What follows belongs to an exercise in optimizing a design on an open flow for small area; a production flow would make more cautious choices. The RTL of this run was laid out without a check of its function. No activity file was given, so power comes from the tool's default toggle rates.

<file path="design/flow/config.mk">
export PLATFORM = sky130hd
export DESIGN_NAME = mc_spe
export DESIGN_NICKNAME = mc_spe
export VERILOG_FILES = /design/flow/design.v
export SDC_FILE = /design/flow/constraint.sdc
export NUM_CORES = 4
export LEC_CHECK = 0
export CAP_MARGIN = 20
export CORE_MARGIN = 2
export CORE_UTILIZATION = 40
export PLACE_DENSITY = 0.6
export SLEW_MARGIN = 20
</file>
<file path="design/flow/constraint.sdc">
create_clock -name core_clock -period 10.0 [get_ports {clk}]
set_input_delay 2.0000 -clock core_clock [delete_from_list [all_inputs] [get_ports {clk}]]
set_output_delay 2.0000 -clock core_clock [all_outputs]
set_load 0.01 [all_outputs]
</file>
<file path="design/flow/design.v">
module mc_spe (
    input  wire        clk,
    input  wire        rst,
    input  wire        tick,
    input  wire [1:0]  cfg_label,
    input  wire        cfg_in4,
    input  wire        cfg_out4,
    input  wire        rx_valid,
    input  wire [7:0]  rx_data,
    output wire        tx_valid,
    output wire [7:0]  tx_data,
    input  wire        tx_fail,
    output wire        drain_req,
    input  wire        drain_done,
    input  wire        drain_ok,
    output wire        rts,
    output wire        dtr,
    output wire        dsr,
    output wire        st_valid,
    output wire [31:0] st_mem,
    output wire [31:0] st_route,
    output wire [3:0]  st_in,
    output wire [3:0]  st_out,
    output wire        st_power,
    input  wire        req_valid,
    input  wire [2:0]  req_len,
    input  wire [31:0] req_chars,
    output wire        req_accept,
    output wire        log_valid,
    output wire [2:0]  log_code,
    output wire        err_write,
    output wire        err_drain,
    output wire        err_qfull,
    output wire        cfg_fault
);
    localparam QUEUE_DEPTH = 4;    
    localparam [1:0] S_IDLE = 2'd0, S_SETTLE = 2'd1, S_XMIT = 2'd2, S_DRAIN = 2'd3;
    localparam [1:0] LABEL_TOP = 2'b10, LABEL_BOTTOM = 2'b01;
    reg  [1:0] cfg_label_q;
    reg        cfg_in4_q;
    reg        cfg_out4_q;
    reg        cfg_fault_q;
    reg        rts_q, dtr_q, dsr_q;
    reg        cfg_log_pending;
    wire label_ok = (cfg_label == LABEL_TOP) || (cfg_label == LABEL_BOTTOM);
    always @(posedge clk) begin
        if (rst) begin
            cfg_label_q     <= cfg_label;
            cfg_in4_q       <= cfg_in4;
            cfg_out4_q      <= cfg_out4;
            cfg_fault_q     <= !label_ok;
            rts_q           <= 1'b0;
            dtr_q           <= label_ok;
            dsr_q           <= label_ok;
        end
    end
    wire [7:0] marker = (cfg_label_q == LABEL_TOP) ? 8'h62 : 8'h61;
    wire       active = !cfg_fault_q && !rst;
    reg        rx_synced;
    reg  [3:0] rx_cnt;
    reg  [7:0] rx_buf [0:12];
    wire rx_en      = rx_valid && active;
    wire rx_marker  = (rx_data == marker);
    wire install    = rx_en && rx_marker && rx_synced && (rx_cnt == 4'd13);
    always @(posedge clk) begin
        if (rst) begin
            rx_synced <= 1'b0;
            rx_cnt    <= 4'd0;
        end else if (rx_en) begin
            if (rx_marker) begin
                rx_synced <= 1'b1;
                rx_cnt    <= 4'd0;
            end else if (rx_synced && rx_cnt < 4'd14) begin
                rx_cnt <= rx_cnt + 4'd1;
            end
        end
    end
    always @(posedge clk) begin
        if (rx_en && !rx_marker && rx_synced && rx_cnt < 4'd13)
            rx_buf[rx_cnt] <= rx_data;
    end
    reg        st_valid_q;
    reg  [7:0] st_mem_q   [0:3];
    reg  [7:0] st_route_q [0:3];
    reg  [3:0] st_in_q;
    reg  [3:0] st_out_q;
    reg        st_power_q;
    wire [7:0] dec_mem   [0:3];
    wire [7:0] dec_route [0:3];
    genvar k;
    generate
        for (k = 0; k < 4; k = k + 1) begin : g_decode
            wire       present = (k < 2) || cfg_out4_q;
            wire [7:0] raw_mem = rx_buf[k];
            wire [7:0] raw_rte = rx_buf[k+4];
            wire [7:0] pn_mem  = (raw_mem == 8'd8) ? 8'd4 : (raw_mem == 8'd4) ? 8'd3 : raw_mem;
            wire [7:0] pn_rte  = (raw_rte == 8'd8) ? 8'd4 : (raw_rte == 8'd4) ? 8'd3 : raw_rte;
            assign dec_mem[k]   = present ? pn_mem : 8'd0;
            assign dec_route[k] = present ? pn_rte : 8'd0;
        end
    endgenerate
    wire [7:0] flags = rx_buf[8];
    wire [3:0] dec_in  = {flags[4], flags[5], flags[6], flags[7]};
    wire [3:0] dec_out = cfg_out4_q ? {flags[0], flags[1], flags[2], flags[3]} : 4'd0;
    wire       dec_power = (rx_buf[9] != 8'd0);
    integer i;
    always @(posedge clk) begin
        if (rst) begin
            st_valid_q <= 1'b0;
            for (i = 0; i < 4; i = i + 1) begin
                st_mem_q[i]   <= 8'd0;
                st_route_q[i] <= 8'd0;
            end
            st_in_q    <= 4'd0;
            st_out_q   <= 4'd0;
            st_power_q <= 1'b0;
        end else if (install) begin
            st_valid_q <= 1'b1;
            for (i = 0; i < 4; i = i + 1) begin
                st_mem_q[i]   <= dec_mem[i];
                st_route_q[i] <= dec_route[i];
            end
            st_in_q    <= dec_in;
            st_out_q   <= dec_out;
            st_power_q <= dec_power;
        end
    end
    wire st_show = st_valid_q && !cfg_fault_q;
    assign st_valid = st_show;
    assign st_mem   = st_show ? {st_mem_q[3], st_mem_q[2], st_mem_q[1], st_mem_q[0]} : 32'd0;
    assign st_route = st_show ? {st_route_q[3], st_route_q[2], st_route_q[1], st_route_q[0]} : 32'd0;
    assign st_in    = st_show ? st_in_q : 4'd0;
    assign st_out   = st_show ? st_out_q : 4'd0;
    assign st_power = st_show && st_power_q;
    reg  [2:0]  q_len   [0:QUEUE_DEPTH-1];
    reg  [31:0] q_chars [0:QUEUE_DEPTH-1];
    reg  [1:0]  q_head, q_tail;
    reg  [2:0]  q_count;
    wire q_full    = (q_count == QUEUE_DEPTH);
    wire req_legal = req_valid && active && (req_len <= 3'd4);
    wire push      = req_legal && !q_full;
    wire qfull_err = req_legal && q_full;
    assign req_accept = push;
    always @(posedge clk) begin
        if (push) begin
            q_len[q_tail]   <= req_len;
            q_chars[q_tail] <= req_chars;
        end
    end
    wire [2:0]  v_len   [0:3];
    wire [31:0] v_chars [0:3];
    wire [3:0]  v_valid;
    wire [3:0]  v_route [0:3];    
    wire [3:0]  v_has;            
    generate
        for (k = 0; k < 4; k = k + 1) begin : g_view
            wire [1:0] slot   = q_head + k;
            wire       stored = (k < q_count);
            assign v_valid[k] = stored || (push && (k == q_count));
            assign v_len[k]   = stored ? q_len[slot]   : req_len;
            assign v_chars[k] = stored ? q_chars[slot] : req_chars;
            genvar j;
            for (j = 0; j < 4; j = j + 1) begin : g_char
                wire [7:0] c = v_chars[k][8*j +: 8];
                assign v_route[k][j] = (j < v_len[k]) && (c >= 8'h31) && (c <= 8'h39);
            end
            assign v_has[k] = v_valid[k] && (v_route[k] != 4'd0);
        end
    endgenerate
    reg  [1:0]  seq_state;
    reg  [2:0]  idx;
    reg  [8:0]  timer;
    reg  [2:0]  cur_len;
    reg  [31:0] cur_chars;
    reg  [7:0]  wire_b [0:3];
    reg         drain_done_q, drain_ok_q;
    reg         err_write_q, err_drain_q, err_qfull_q;
    reg         log_valid_q;
    reg  [2:0]  log_code_q;
    wire seq_tick = tick && active;
    wire [3:0] cur_route;
    generate
        for (k = 0; k < 4; k = k + 1) begin : g_cur
            wire [7:0] c = cur_chars[8*k +: 8];
            assign cur_route[k] = (k < cur_len) && (k > idx) && (c >= 8'h31) && (c <= 8'h39);
        end
    endgenerate
    wire [2:0] cur_next = cur_route[0] ? 3'd0 : cur_route[1] ? 3'd1 :
                          cur_route[2] ? 3'd2 : 3'd3;
    wire [1:0] pick = v_has[0] ? 2'd0 : v_has[1] ? 2'd1 : v_has[2] ? 2'd2 : 2'd3;
    wire       pick_ok = (v_has != 4'd0);
    wire [3:0] pick_route = v_route[pick];
    wire [2:0] pick_idx = pick_route[0] ? 3'd0 : pick_route[1] ? 3'd1 :
                          pick_route[2] ? 3'd2 : 3'd3;
    wire [2:0] v_count = q_count + {2'd0, push};
    wire drain_seen = drain_done_q || drain_done;
    wire drain_good = drain_done ? drain_ok : drain_ok_q;
    wire in_idle   = (seq_state == S_IDLE);
    wire in_settle = (seq_state == S_SETTLE);
    wire in_xmit   = (seq_state == S_XMIT);
    wire in_drain  = (seq_state == S_DRAIN);
    wire step_end  = seq_tick && in_drain && drain_seen;
    wire advance   = (seq_tick && in_idle) || step_end;
    wire continue_cur = step_end && (cur_route != 4'd0);
    wire begin_xmit = seq_tick && in_settle && (timer == 9'd499);
    wire [8:0] xt   = timer + 9'd1;
    wire xmit_wr    = seq_tick && in_xmit && ((xt == 9'd50) || (xt == 9'd100) || (xt == 9'd150));
    wire xmit_drain = seq_tick && in_xmit && (xt == 9'd250);
    wire [7:0] cur_c = cur_chars[8*idx[1:0] +: 8];
    wire [7:0] cmd   = {3'd0, idx, 2'd0} + cur_c - 8'h31;
    assign tx_valid  = begin_xmit || xmit_wr;
    assign tx_data   = begin_xmit      ? cmd :
                       (xt == 9'd50)   ? wire_b[1] :
                       (xt == 9'd100)  ? wire_b[2] : wire_b[3];
    assign drain_req = xmit_drain;
    wire write_err = tx_valid && tx_fail;
    wire drain_err = step_end && !drain_good;
    reg [2:0] pop_n;
    always @(*) begin
        pop_n = 3'd0;
        if (advance && !continue_cur)
            pop_n = pick_ok ? ({1'b0, pick} + 3'd1) : v_count;
    end
    always @(posedge clk) begin
        if (rst) begin
            q_head  <= 2'd0;
            q_tail  <= 2'd0;
            q_count <= 3'd0;
        end else begin
            q_tail  <= q_tail + {1'b0, push};
            q_head  <= q_head + pop_n[1:0];
            q_count <= v_count - pop_n;
        end
    end
    always @(posedge clk) begin
        if (rst) begin
            seq_state    <= S_IDLE;
            idx          <= 3'd0;
            timer        <= 9'd0;
            drain_done_q <= 1'b0;
            drain_ok_q   <= 1'b0;
        end else begin
            if (in_drain && drain_done && active) begin
                drain_done_q <= 1'b1;
                drain_ok_q   <= drain_ok;
            end
            if (advance) begin
                if (continue_cur) begin
                    idx       <= cur_next;
                    timer     <= 9'd0;
                    seq_state <= S_SETTLE;
                end else if (pick_ok) begin
                    cur_len   <= v_len[pick];
                    cur_chars <= v_chars[pick];
                    idx       <= pick_idx;
                    timer     <= 9'd0;
                    seq_state <= S_SETTLE;
                end else begin
                    seq_state <= S_IDLE;
                end
            end else if (seq_tick && in_settle) begin
                if (begin_xmit) begin
                    wire_b[0] <= cmd;
                    wire_b[1] <= ~cmd;
                    wire_b[2] <= 8'hD5;
                    wire_b[3] <= 8'h7B;
                    timer     <= 9'd0;
                    seq_state <= S_XMIT;
                end else begin
                    timer <= xt;
                end
            end else if (seq_tick && in_xmit) begin
                timer <= xt;
                if (xmit_drain) begin
                    drain_done_q <= 1'b0;
                    seq_state    <= S_DRAIN;
                end
            end
        end
    end
    always @(posedge clk) begin
        if (rst) begin
            err_write_q     <= 1'b0;
            err_drain_q     <= 1'b0;
            err_qfull_q     <= 1'b0;
            log_valid_q     <= 1'b0;
            log_code_q      <= 3'd0;
            cfg_log_pending <= !label_ok;
        end else begin
            cfg_log_pending <= 1'b0;
            if (write_err) err_write_q <= 1'b1;
            if (drain_err) err_drain_q <= 1'b1;
            if (qfull_err) err_qfull_q <= 1'b1;
            log_valid_q <= cfg_log_pending || write_err || drain_err || qfull_err;
            log_code_q  <= cfg_log_pending ? 3'd4 :
                           write_err       ? 3'd1 :
                           drain_err       ? 3'd2 :
                           qfull_err       ? 3'd3 : 3'd0;
        end
    end
    assign rts       = rts_q;
    assign dtr       = dtr_q;
    assign dsr       = dsr_q;
    assign log_valid = log_valid_q;
    assign log_code  = log_code_q;
    assign err_write = err_write_q;
    assign err_drain = err_drain_q;
    assign err_qfull = err_qfull_q;
    assign cfg_fault = cfg_fault_q;
endmodule
</file>
<file path="design/flow/run.sh">
#!/bin/bash
# synth_recipe.tcl (not shown) runs the flow's synth.tcl, then flattens the netlist and writes it again
# the make line also repeats each setting of config.mk as NAME=value (left out here)
make -C /OpenROAD-flow-scripts/flow DESIGN_CONFIG=/design/flow/config.mk WORK_HOME=/design/flow/orfs CLKGATE_MAP_FILE= SYNTH_SCRIPT=/design/flow/synth_recipe.tcl finish
</file>
==> metrics.cfg <==
[placement]
numPortBuffers = 148
dp_cells = 2663
dp_hpwl_mm = 40.0
gp_congestion = 0.892

[routing]
routedWlPerCell_um = 21.9
ant_nets = 0
via_per_inst = 5.93
drtPass1Iterations = 6
post-route-drc-count = 0
drtIter0Drc = 1609
postRouteWirelength_mm = 60.2
vias = 16300

[die]
rows = 84
ioPinCount = 151
die_area_um2 = 55600
coreArea_um2 = 52900
start_util_pct = 40.7
die_w_um = 236
die_h_um = 236

[power_and_ir_drop]
swShare_pct = 30.9
ir_drop_mv = 0.118
netSwitchingPower_uw = 1420
p_seq_share_pct = 38.6
p_comb_share_pct = 24.4
leakagePower_uw = 0.00803
p_int_uw = 3180
pwr-share-clk_pct = 37.0
cellPowerDensity_nw_per_um2 = 184

[grt]
grt.total_usage_pct = 21.3
grt_max_degree = 85
grt_first_pass_wirelength_mm = 92.6
antenna_found_initial = 6
grt_pass1_vias = 15800
grt-ovfl-total = 0

[finish]
fin_nets = 2101
area_growth_pct = 16.1
fillCellCount = 4766
drive_above_1_share_pct = 13.6
antenna_cells = 0
instances_no_fill = 2745
fin_util_pct = 47.2
seq_area_um2 = 10200
final_cell_mix = edfxtp_1, nand2_1, clkdlybuf4s50_1
multi_input_area_um2 = 10500
layout_commonest_cell = edfxtp_1

[cts]
cts.repair.resized = 0
cts_max_level = 2
clockBufferDepth = 3
root_buffer = clkbuf_16
insertion_delay_ns = 0.59
cts.sinks = 377
cts_buffers = 44
cts_setup_buffers = 0
holdBufCountCts = 0
tritoncts = done
path_clk_slew_ns = 0.06

[synth]
synth_warnings = 4
syn_inst = 1942
synth-seq-cells = 377
ys_seq_area_share_pct = 47.6
async_flop_share_pct = 0
synth_edf_count = 268
synthDistinctLibCells = 85
synth_top_flop_cell = edfxtp_1
syn_nets = 2022
synth_area_um2 = 21500
avgSynthCellArea_um2 = 11.1

[critical_path]
startpoint = req_len[2]
r2r-start = q_head[0]
cp-start-kind = primary input
worstSetupPathType = in2reg
r2r_cells = 16
critPathCapture = idx[0]
crit_fanout = 21
r2r_slack_ns = 3.15
critPathCaptureType = flip-flop
cp.required_ns = 10.51
worst_ep_arrival_time_ns = 7.57
r2r_end = idx[0]

[sta]
fin_crit_sh_pct = 70.6
tightestPinTransition_ns = 1.10
slew_violations = 0
clock_skew_ns = 0.0197
fin_setup_tns_ns = 0
rsz0062_at_grt = no
finalHoldViolCount = 0
finalSetupViolCount = 0
max_freq_mhz = 142
fin_crit_ns = 7.06
relSlewSlack_pct = 26.8

[flow_run]
maxCapViolations = 0

[outcome]
status = timing/DRC/antenna clean

[worst_hold_path]
worstHoldPathType = reg2reg

worst min path at each step:
stage | end | from | cells after the start
after global routing | st_mem_q[2][3] | st_mem_q[2][3] | 2
after global placement | st_route_q[1][3] | st_route_q[1][3] | 2
final | st_route_q[2][3] | st_route_q[2][3] | 2
after detailed placement | st_mem_q[3][5] | st_mem_q[3][5] | 2
after floorplan | st_mem_q[3][4] | st_mem_q[3][4] | 2
after CTS | st_mem_q[3][5] | st_mem_q[3][5] | 2
worst max-delay path, cell delays in order:
cell and delay [ns]:
clkdlybuf4s50_1 0.88, nor3_1 0.15, nor4_1 0.56, o32a_1 0.26, and3_1 0.30, nor4_4 0.09, a21o_1 0.17, a21oi_1 0.35
ha_1 0.93, inv_1 0.83, nor3_1 0.37, a211oi_1 0.09, a221oi_1 0.30, nand2_1 0.14, mux2i_1 0.13
synthesized netlist by cell type (all sizes together) (11+ instances only):
| cell type | number | share of area [%] |
|---|---|---|
| mux2 | 55 | 2.9 |
| nor4 | 19 | 0.65 |
| a21oi | 142 | 3.3 |
| nor3 | 53 | 1.3 |
| nor2b | 15 | 0.44 |
| inv | 34 | 0.59 |
| nor2 | 121 | 2.1 |
| nor3b | 14 | 0.49 |
| o22ai | 23 | 0.67 |
| nand4 | 13 | 0.38 |
| a211oi | 32 | 1.1 |
| and2 | 85 | 2.5 |
| xnor2 | 11 | 0.45 |
| mux2i | 146 | 6.9 |
| nand3 | 47 | 1.1 |
| clkbuf | 90 | 1.6 |
| o211ai | 23 | 0.83 |
| ha | 23 | 1.3 |
| edfxtp | 268 | 37 |
| mux4 | 96 | 10 |
| and3 | 21 | 0.61 |
| o21ai | 61 | 1.4 |
| nand2 | 238 | 4.2 |
| dfxtp | 109 | 10 |
| buf | 54 | 1.8 |
power by group through the flow:
stage,clock [µW],combinational [µW],sequential (µW)
5_1_grt,1800,1200,1780
4_1_cts,1730,1100,1780
3_3_place_gp,0,1070,1810
3_5_place_dp,0,1090,1810
2_1_floorplan,0,808,1770
6_report,1700,1120,1780
state kept, by name (all words and copies together), names as in the netlist, 3 cells and up:
signal and flops:
st_route_q 32, timer 9, rx_cnt 4, cur_chars 32, wire_b 8, cur_len 3
q_len 12, q_chars 128, q_count 3, log_code_q 3, st_in_q 4, st_mem_q 32
rx_buf 80, st_out_q 4
cells by family (layout without fill, tap and decap cells):
family / after synthesis / in the layout / synth area share [%]
fa+ha+maj: 25 / 25 / 1.52
flops: 377 / 377 / 47.6
buf+inv: 179 / 294 / 4.02
simple gates: 675 / 675 / 15.4
compound gates: 369 / 369 / 10.8
other cells: 1 / 1 / 0.0174
mux: 297 / 297 / 19.8
xor+xnor: 19 / 19 / 0.774
per-stage QoR:
step	setup WS [ns]	hold slack (ns)	total power [µW]	area (µm²)
after global placement	2.71	0.435	2880	23400
after global routing	2.78	0.468	4770	25000
after floorplan	3.28	0.427	2580	21500
final	2.94	0.448	4600	25000
after detailed placement	2.60	0.440	2900	23400
after CTS	3.22	0.448	4600	25000
routing by layer:
| layer | track usage [%] | routed length, µm | part of all wire, % | vias up |
|---|---|---|---|---|
| met2 | 34.4 | 28400 | 47 | 610 |
| met4 | 6.47 | 1470 | 2.4 | 12 |
| met3 | 4.25 | 4410 | 7.3 | 128 |
| met1 | 28.8 | 25800 | 43 | 8023 |
| met5 | 0 | 75 | 0.12 | - |
| li1 | - | - | - | 7505 |
final cells by class:
type	count	area share, %
Timing Repair Buffer	177	6.90
Clock inverter	28	1.51
Inverter	35	0.526
Tap cell	688	3.45
Clock buffer	54	4.68
Multi-Input combinational cell	1386	41.9
Sequential cell	377	41.0

-- port drivers added, routing unchanged --
In the flow no input, the clock included, has a driving cell. The finished layout below was timed again as built, in two steps. Step 1 assumes that a clkbuf_16 drives the clock port and a buf_2 every other input. Step 2 moves the port delays by t, midway between the first and last clock arrival at a register: inputs arrive t later, outputs are due t later. That takes back most of the time a late clock gives input paths. Three values: ideal ports, drivers, drivers and shift; two values: the first two.
t (ns): 0.639
setup slack, ns: 2.943 / 2.942 / 2.303
hold WS [ns]: 0.448 / 0.448 / 0.448
worst data-port slew with drivers (ns): 0.12
After both steps this run still meets setup and hold. The setup slack of this run moves by -0.001 ns with the drivers and by -0.640 ns with both steps.
